What follows belongs to an exercise in optimizing a design on an open flow for small area, a short achievable clock period and few clock cycles per item; a production flow would make more cautious choices.
The RTL was checked by simulation tests, not by an equivalence proof against the original design.
No activity file was given, so power comes from the tool's default toggle rates.

## mwadd
module mwadd (
    input  wire         clk,
    input  wire         rst,
    input  wire         req_valid,
    output wire         req_ready,
    input  wire [31:0]  req_cmd,
    input  wire [191:0] req_x,
    input  wire [191:0] req_y,
    output wire         rsp_valid,
    input  wire         rsp_ready,
    output wire [31:0]  rsp_word,
    output wire [191:0] rsp_z
);
Size in the first run: ~180 flip-flops, roughly 650 I/O pins, roughly 44,000 um^2 of cells after synthesis.
export LEC_CHECK = 0
export CAP_MARGIN = 30
export CORE_MARGIN = 2
export CORE_UTILIZATION = 45
export SLEW_MARGIN = 20
create_clock -name core_clock -period 34.0 [get_ports {clk}]
standard.sh (not shown) runs the stock make flow with config.mk's settings and CLKGATE_MAP_FILE= SYNTH_SCRIPT=/design/flow/synth_recipe.tcl, a recipe that flattens the netlist after the stock synthesis.
==> flow/flow/run.sh <==
#!/bin/bash
# The standard layout (standard.sh: unchanged synthesis, floorplan, placement,
# CTS, routing) at the design's SDC, with two changes to how it optimises:
# - repair_timing is asked to keep 18 ns of setup slack, so it keeps shortening
#   paths past the 34 ns constraint;
# - buffer_ports still gives every input and output port its own buffer, but
#   starts from the smallest buffer cell (repair resizes it where timing needs).
# make's output goes to flow_make.log; each ORFS step logs under orfs/logs/.
set -euo pipefail
bash standard.sh SETUP_SLACK_MARGIN=18 "BUFFER_PORTS_ARGS=-buffer_cell sky130_fd_sc_hd__buf_1" finish > flow_make.log 2>&1
Testbench counts at the start, summed over its fixed seeds: cycles 64,000, items 32,000.
Next try:
--- a/flow/flow/run.sh
+++ b/flow/flow/run.sh
@@ -3,3 +3,3 @@
 # CTS, routing) at the design's SDC, with two changes to how it optimises:
-# - repair_timing is asked to keep 18 ns of setup slack, so it keeps shortening
+# - repair_timing is asked to keep 19 ns of setup slack, so it keeps shortening
 #   paths past the 34 ns constraint;
@@ -9,2 +9,2 @@
 set -euo pipefail
-bash standard.sh SETUP_SLACK_MARGIN=18 "BUFFER_PORTS_ARGS=-buffer_cell sky130_fd_sc_hd__buf_1" finish > flow_make.log 2>&1
+bash standard.sh SETUP_SLACK_MARGIN=19 "BUFFER_PORTS_ARGS=-buffer_cell sky130_fd_sc_hd__buf_1" finish > flow_make.log 2>&1
Effect:
- The new run passed the timing, DRC and antenna checks
- power grows by a little under a tenth
- hold slack loses 0.017 ns
- routed wire length grows by a few percent
Next try:
Settings changed: CAP_MARGIN 30 to 20.
The changed run completed, yet does not pass: capacitance limit.
Die area stays the same.
Final cell count is about the same.
Design area barely changes.
Non-clock buffer count goes down by 27.
Hold slack is about the same.
Wire length rises by about 0.9%.
Critical path depth went down by 3.
Count of clock-buffer cells in the layout is unchanged.

mwadd again, from the RTL that the note above started with.
## mwadd
module mwadd (
    input  wire         clk,
    input  wire         rst,
    input  wire         req_valid,
    output wire         req_ready,
    input  wire [31:0]  req_cmd,
    input  wire [191:0] req_x,
    input  wire [191:0] req_y,
    output wire         rsp_valid,
    input  wire         rsp_ready,
    output wire [31:0]  rsp_word,
    output wire [191:0] rsp_z
);
==> flow/config.mk <==
export PLATFORM = sky130hd
export DESIGN_NAME = mwadd
export DESIGN_NICKNAME = mwadd
export VERILOG_FILES = /design/flow/design.v
export SDC_FILE = /design/flow/constraint.sdc
export NUM_CORES = 4
export LEC_CHECK = 0
export CAP_MARGIN = 30
export CORE_MARGIN = 2
export CORE_UTILIZATION = 40
export SLEW_MARGIN = 20
==> flow/constraint.sdc <==
create_clock -name core_clock -period 34.0 [get_ports {clk}]
set_input_delay 6.8000 -clock core_clock [delete_from_list [all_inputs] [get_ports {clk}]]
set_output_delay 6.8000 -clock core_clock [all_outputs]
set_load 0.01 [all_outputs]
==> flow/flow/run.sh <==
#!/bin/bash
# The standard layout (standard.sh: unchanged synthesis, floorplan, placement,
# CTS, routing) at the design's SDC, with two changes to how it optimises:
# - repair_timing is asked to keep 19 ns of setup slack, so it keeps shortening
#   paths past the 34 ns constraint;
# - buffer_ports still gives every input and output port its own buffer, but
#   starts from the smallest buffer cell (repair resizes it where timing needs).
# make's output goes to flow_make.log; each ORFS step logs under orfs/logs/.
set -euo pipefail
bash standard.sh SETUP_SLACK_MARGIN=19 "BUFFER_PORTS_ARGS=-buffer_cell sky130_fd_sc_hd__buf_1" finish > flow_make.log 2>&1
Testbench counts at the start, summed over its fixed seeds: cycles 64,000, items 32,000.
Change:
--- a/flow/config.mk
+++ b/flow/config.mk
@@ -10 +10 @@
-export CORE_UTILIZATION = 40
+export CORE_UTILIZATION = 50
Outcome: Final cell count decreases by 2.9%. Cell area increases by 0.65%. Area after synthesis stays the same. Die area decreases by 20%. Clock power decreases by about 6%. Sequential cell count is unchanged. Synthesized cell count stays the same. Wire length decreases by 7.7%. Clock skew increases by 0.0078 ns. Worst setup slack gets worse by 0.14 ns.
Change:
--- a/flow/flow/run.sh
+++ b/flow/flow/run.sh
@@ -4 +4 @@
-# - repair_timing is asked to keep 19 ns of setup slack, so it keeps shortening
+# - repair_timing is asked to keep 20 ns of setup slack, so it keeps shortening
@@ -10 +10 @@
-bash standard.sh SETUP_SLACK_MARGIN=19 "BUFFER_PORTS_ARGS=-buffer_cell sky130_fd_sc_hd__buf_1" finish > flow_make.log 2>&1
+bash standard.sh SETUP_SLACK_MARGIN=20 "BUFFER_PORTS_ARGS=-buffer_cell sky130_fd_sc_hd__buf_1" finish > flow_make.log 2>&1
--- a/flow/config.mk
+++ b/flow/config.mk
@@ -8 +8 @@
-export CAP_MARGIN = 30
+export CAP_MARGIN = 20
@@ -10 +10 @@
-export CORE_UTILIZATION = 50
+export CORE_UTILIZATION = 45
Wire length went up by 8.7%. Final area went up by about 8%. Core utilization went down by 1.8 points.
Change:
==> flow/flow/run.sh (replaced) <==
#!/bin/bash
# The standard layout (standard.sh: unchanged synthesis, floorplan, placement,
# CTS, routing) at the design's SDC, except that repair_timing is asked to keep
# 20 ns of setup slack, so it keeps shortening paths past the 34 ns constraint.
# make's output goes to flow_make.log; each ORFS step logs under orfs/logs/.
set -euo pipefail
bash standard.sh SETUP_SLACK_MARGIN=20 finish > flow_make.log 2>&1
The changed run passed the timing, DRC and antenna checks.
Routed wire length shrinks by about 2.6%.
Setup slack is better by 0.19 ns.
Total power shrinks by 2.0%.
Hold slack is better by 0.042 ns.
Core utilization grows by 2.7 points.
Cell area grows by about 4.7%.
Die area stays the same.
Clock skew shrinks by 0.0096 ns.

-- afterwards: timing with drivers on the ports --
In the flow no input, the clock included, has a driving cell. The finished layouts below were timed again as built, in two steps. Step 1 (the two cells are an assumption about what drives the block):
set clk [get_ports {clk}]
set_driving_cell -lib_cell sky130_fd_sc_hd__clkbuf_16 $clk
set_driving_cell -lib_cell sky130_fd_sc_hd__buf_2 [delete_from_list [all_inputs] $clk]
Step 2 also shifts input and output timing later by t, the mid clock arrival at the registers, as if the neighbouring blocks saw the same clock. Slacks: no drivers / after step 1 / after step 2; pairs: no drivers / after step 1.
run	t (ns)	setup WS [ns]	worst setup path after step 2	clock arrival spread, ns	worst slew at a driven data input, ns
the first run of note 1	0.557	17.912 / 17.852 / 17.295	input to register	0.032 / 0.032	0.34
the second run of note 1	0.585	18.997 / 19.054 / 18.469	input to register	0.017 / 0.018	0.20
the third run of note 1	0.573	18.892 / 18.946 / 18.373	input to register	0.019 / 0.019	0.17
the first run of note 2	0.599	19.067 / 19.125 / 18.525	input to register	0.023 / 0.023	0.15
the second run of note 2	0.566	18.925 / 18.966 / 18.401	input to register	0.035 / 0.035	0.28
the third run of note 2	0.584	19.301 / 19.344 / 18.760	input to register	0.032 / 0.032	0.28
the fourth run of note 2	0.582	19.487 / 19.523 / 18.941	input to register	0.028 / 0.028	0.18
The setup slack of the first run of note 1, which loses most, moves by -0.060 ns with the drivers and by -0.617 ns with both steps.
